This design comes from an exercise in tuning for small area, a short achievable clock period and few clock cycles per item on the open sky130 flow, not from production work.
Only simulation tests tie the RTL to the original design; equivalence was not proved.
Power figures rest on the tool's default switching activity, not on a simulated workload.

==> flow/design.v (excerpt) <==
module alu_adder (
    input             clk,
    input             rst,
    input             req_valid,
    output            req_ready,
    input      [7:0]  ctrl,
    input      [31:0] src,
    input      [31:0] dest,
    input             flag_we,
    input      [5:0]  flag_wdata,
    output reg        resp_valid,
    output     [31:0] result,
    output     [5:0]  flags,
    output reg        faulted,
    output reg [2:0]  fault_cause
);
    localparam OP_ADD = 5'd0,  OP_ADC = 5'd1,  OP_SUB = 5'd2,  OP_SBB = 5'd3;
    localparam OP_MUL = 5'd4,  OP_IMUL = 5'd5, OP_DIV = 5'd6,  OP_IDIV = 5'd7;
    localparam OP_MOD = 5'd8,  OP_IMOD = 5'd9, OP_AND = 5'd10, OP_OR = 5'd11;
    localparam OP_XOR = 5'd12, OP_SHL = 5'd13, OP_SHR = 5'd14, OP_SAR = 5'd15;
    localparam OP_SAL = 5'd16;
    localparam CAUSE_DIV_ZERO = 3'd2, CAUSE_DIV_OVF = 3'd3;
    localparam CAUSE_ILL_OP = 3'd4, CAUSE_ILL_W = 3'd5;
    localparam I_IDLE = 0;    
    localparam I_MUL  = 1;    
    localparam I_MFIN = 2;    
    localparam I_DNEG = 3;    
    localparam I_DNS  = 8;    
    localparam I_DMFIN = 9;   
    localparam I_DCLZ = 4;    
    localparam I_DALN = 5;    
    localparam I_DIT  = 6;    
    localparam I_DFIN = 7;    
    localparam [9:0] S_IDLE = 8'd1 << I_IDLE, S_MUL = 8'd1 << I_MUL, S_MFIN = 8'd1 << I_MFIN,
                     S_DNEG = 8'd1 << I_DNEG, S_DCLZ = 8'd1 << I_DCLZ, S_DALN = 8'd1 << I_DALN,
                     S_DIT = 8'd1 << I_DIT, S_DFIN = 8'd1 << I_DFIN, S_DNS = 10'd1 << I_DNS,
                     S_DMFIN = 10'd1 << I_DMFIN;
    function [31:0] rev32(input [31:0] x);
        integer k;
  ...
export LEC_CHECK = 0
export ABC_AREA = 1
export CAP_MARGIN = 65
export CORE_MARGIN = 2
export CORE_UTILIZATION = 60
export SLEW_MARGIN = 65
create_clock -name core_clock -period 13.0 [get_ports {clk}]
run.sh (not shown) runs the stock make flow with config.mk's settings and CLKGATE_MAP_FILE= SYNTH_SCRIPT=/design/flow/synth_recipe.tcl, a recipe that flattens the netlist after the stock synthesis.
Testbench counts at the start, summed over its fixed seeds: cycles 55,703, items 24,000.
Rerun with:
--- a/flow/design.v
+++ b/flow/design.v
@@ -66,23 +66,24 @@
         end
     endfunction
     function msb_w(input [31:0] x, input is8, input is16);
         msb_w = is8 ? x[7] : is16 ? x[15] : x[31];
     endfunction
     reg cf, pf, af, zf, sf, of;
     assign flags = {of, sf, zf, af, pf, cf};
     reg        ready_r;
     reg        v;
     reg [31:0] sr, dr;
     reg [31:0] acc;        
-    reg [33:0] mh;         
+    reg [33:0] mh;
+    reg [31:0] md;         
     reg [9:0]  st;
     reg [4:0]  cnt;
     reg        b_p1_0, b_n1_0, b_p2_0, b_n2_0, b_p1_1, b_n1_1, b_p2_1, b_n2_1;
     reg        neg_sel;       
     reg        aln_lt;        
     reg        rneg;          
     reg        w8, w16;
     reg        m_mid, m_hi;    
     reg        x_mid, x_hi;    
     reg        c_ill_op, c_ill_w;
     reg        c_add, c_sub, c_cin;    
@@ -135,23 +136,23 @@
     wire        sh_cf = c_shl ? (w8 ? shz[24] : w16 ? shz[16] : shz[0]) : shz[0];
     wire        sh_of = c_shl ? (msb_w(r_sh, w8, w16) ^ sh_cf) : c_sar ? 1'b0 : d_msb;
     wire [31:0] r_log = ({32{c_and}} & (sr & dr)) | ({32{c_or}} & (sr | dr)) | ({32{c_xor}} & (sr ^ dr));
     wire [31:0] r_nonarith = c_shift ? r_sh : r_log;
     wire [31:0] r_alu = c_arith ? r_add : r_nonarith;
     wire        r_cf = c_arith ? a_cf : c_shift ? sh_cf : 1'b0;
     wire        r_of = c_arith ? a_of : c_shift ? sh_of : 1'b0;
     wire alu_wflags = !(c_shift && sr[4:0] == 5'd0);
     wire r_zf = c_arith ? a_zf : (r_nonarith == 32'd0);
     wire r_sf = msb_w(r_alu, w8, w16);
     wire r_pf = ~^r_alu[7:0];
-    wire [33:0] mD = {{2{d_neg}}, d_sx};
+    wire [33:0] mD = {{2{d_neg}}, md | {{16{x_hi}}, {8{x_mid}}, 8'h00}};
     function [3:0] booth_enc(input [2:0] y);    
         reg one, two;
         begin
             one = y[1] ^ y[0];
             two = (y[2] & ~y[1] & ~y[0]) | (~y[2] & y[1] & y[0]);
             booth_enc = {two & y[2], two & ~y[2], one & y[2], one & ~y[2]};
         end
     endfunction
     wire [34:0] mD1 = {mD[33], mD};
     wire [34:0] mD2 = {mD, 1'b0};
     wire [34:0] pp0 = ({35{b_p1_0}} & mD1) | ({35{b_n1_0}} & ~mD1) | ({35{b_p2_0}} & mD2) | ({35{b_n2_0}} & ~mD2);
@@ -313,22 +314,23 @@
             c_shr <= (in_op == OP_SHR);
             c_sar <= (in_op == OP_SAR);
             c_mul <= (in_op == OP_MUL) || (in_op == OP_IMUL);
             c_imul <= (in_op == OP_IMUL);
             c_div <= (in_op >= OP_DIV) && (in_op <= OP_IMOD);
             c_sdiv <= in_sdiv;
             c_rem <= (in_op == OP_MOD) || (in_op == OP_IMOD);
             s_neg <= in_sdiv && msb_w(src, in_w8, in_w16);
             d_neg <= in_dsx && msb_w(dest, in_w8, in_w16);
             sr <= src & in_mask;
             dr <= dest & in_mask;
+            md <= dest & in_mask;
         end else begin
             if (s_idle && c_mul) sr <= {msum[3:0], sr[31:4]};
             if (s_dns) sr <= r_add;
             if (s_mul) sr <= {msum[3:0], sr[31:4]};
             if (s_dneg) dr <= r_add;
             if (s_daln) begin
                 if (aln_lt) dr <= c_rem ? dr : 32'd0;
                 else sr <= sh_lv;
             end
             if (s_dit) begin
                 if (cnt != 5'd0) sr <= {1'b0, sr[31:1]};
=> First-iteration DRC count rose by a few percent; via count goes up by a few percent; utilization came out higher by 1.2 points; cell count went up by a few percent; sequential power rose by roughly a tenth; count of clock-buffer cells in the layout came out higher by 3.
Testbench counts after the change, summed over its fixed seeds: cycles 55,703, items 24,000.

## static timing again, ports no longer ideal
The results above use ideal ports. As a check the final layouts listed here were re-extracted and re-timed, cells and wires unchanged.
Step 1, drivers: a clkbuf_16 drives clk and a buf_2 each remaining input, both assumed.
Step 2 moves the port delays by t, midway between the first and last clock arrival at a register: inputs arrive t later, outputs are due t later. That takes back most of the time a late clock gives input paths.
a / b / c = ideal ports / drivers / drivers and shift; a / b = the first two.
| run | shift t [ns] | setup WS [ns] | worst setup path at the end | clock arrival spread, ns |
|---|---|---|---|---|
| the first run | 0.662 | 8.074 / 8.074 / 8.074 | register to register | 0.026 / 0.026 |
| the second run | 0.672 | 8.272 / 8.272 / 8.272 | register to register | 0.026 / 0.026 |
After both steps setup and hold are still met in every run listed.
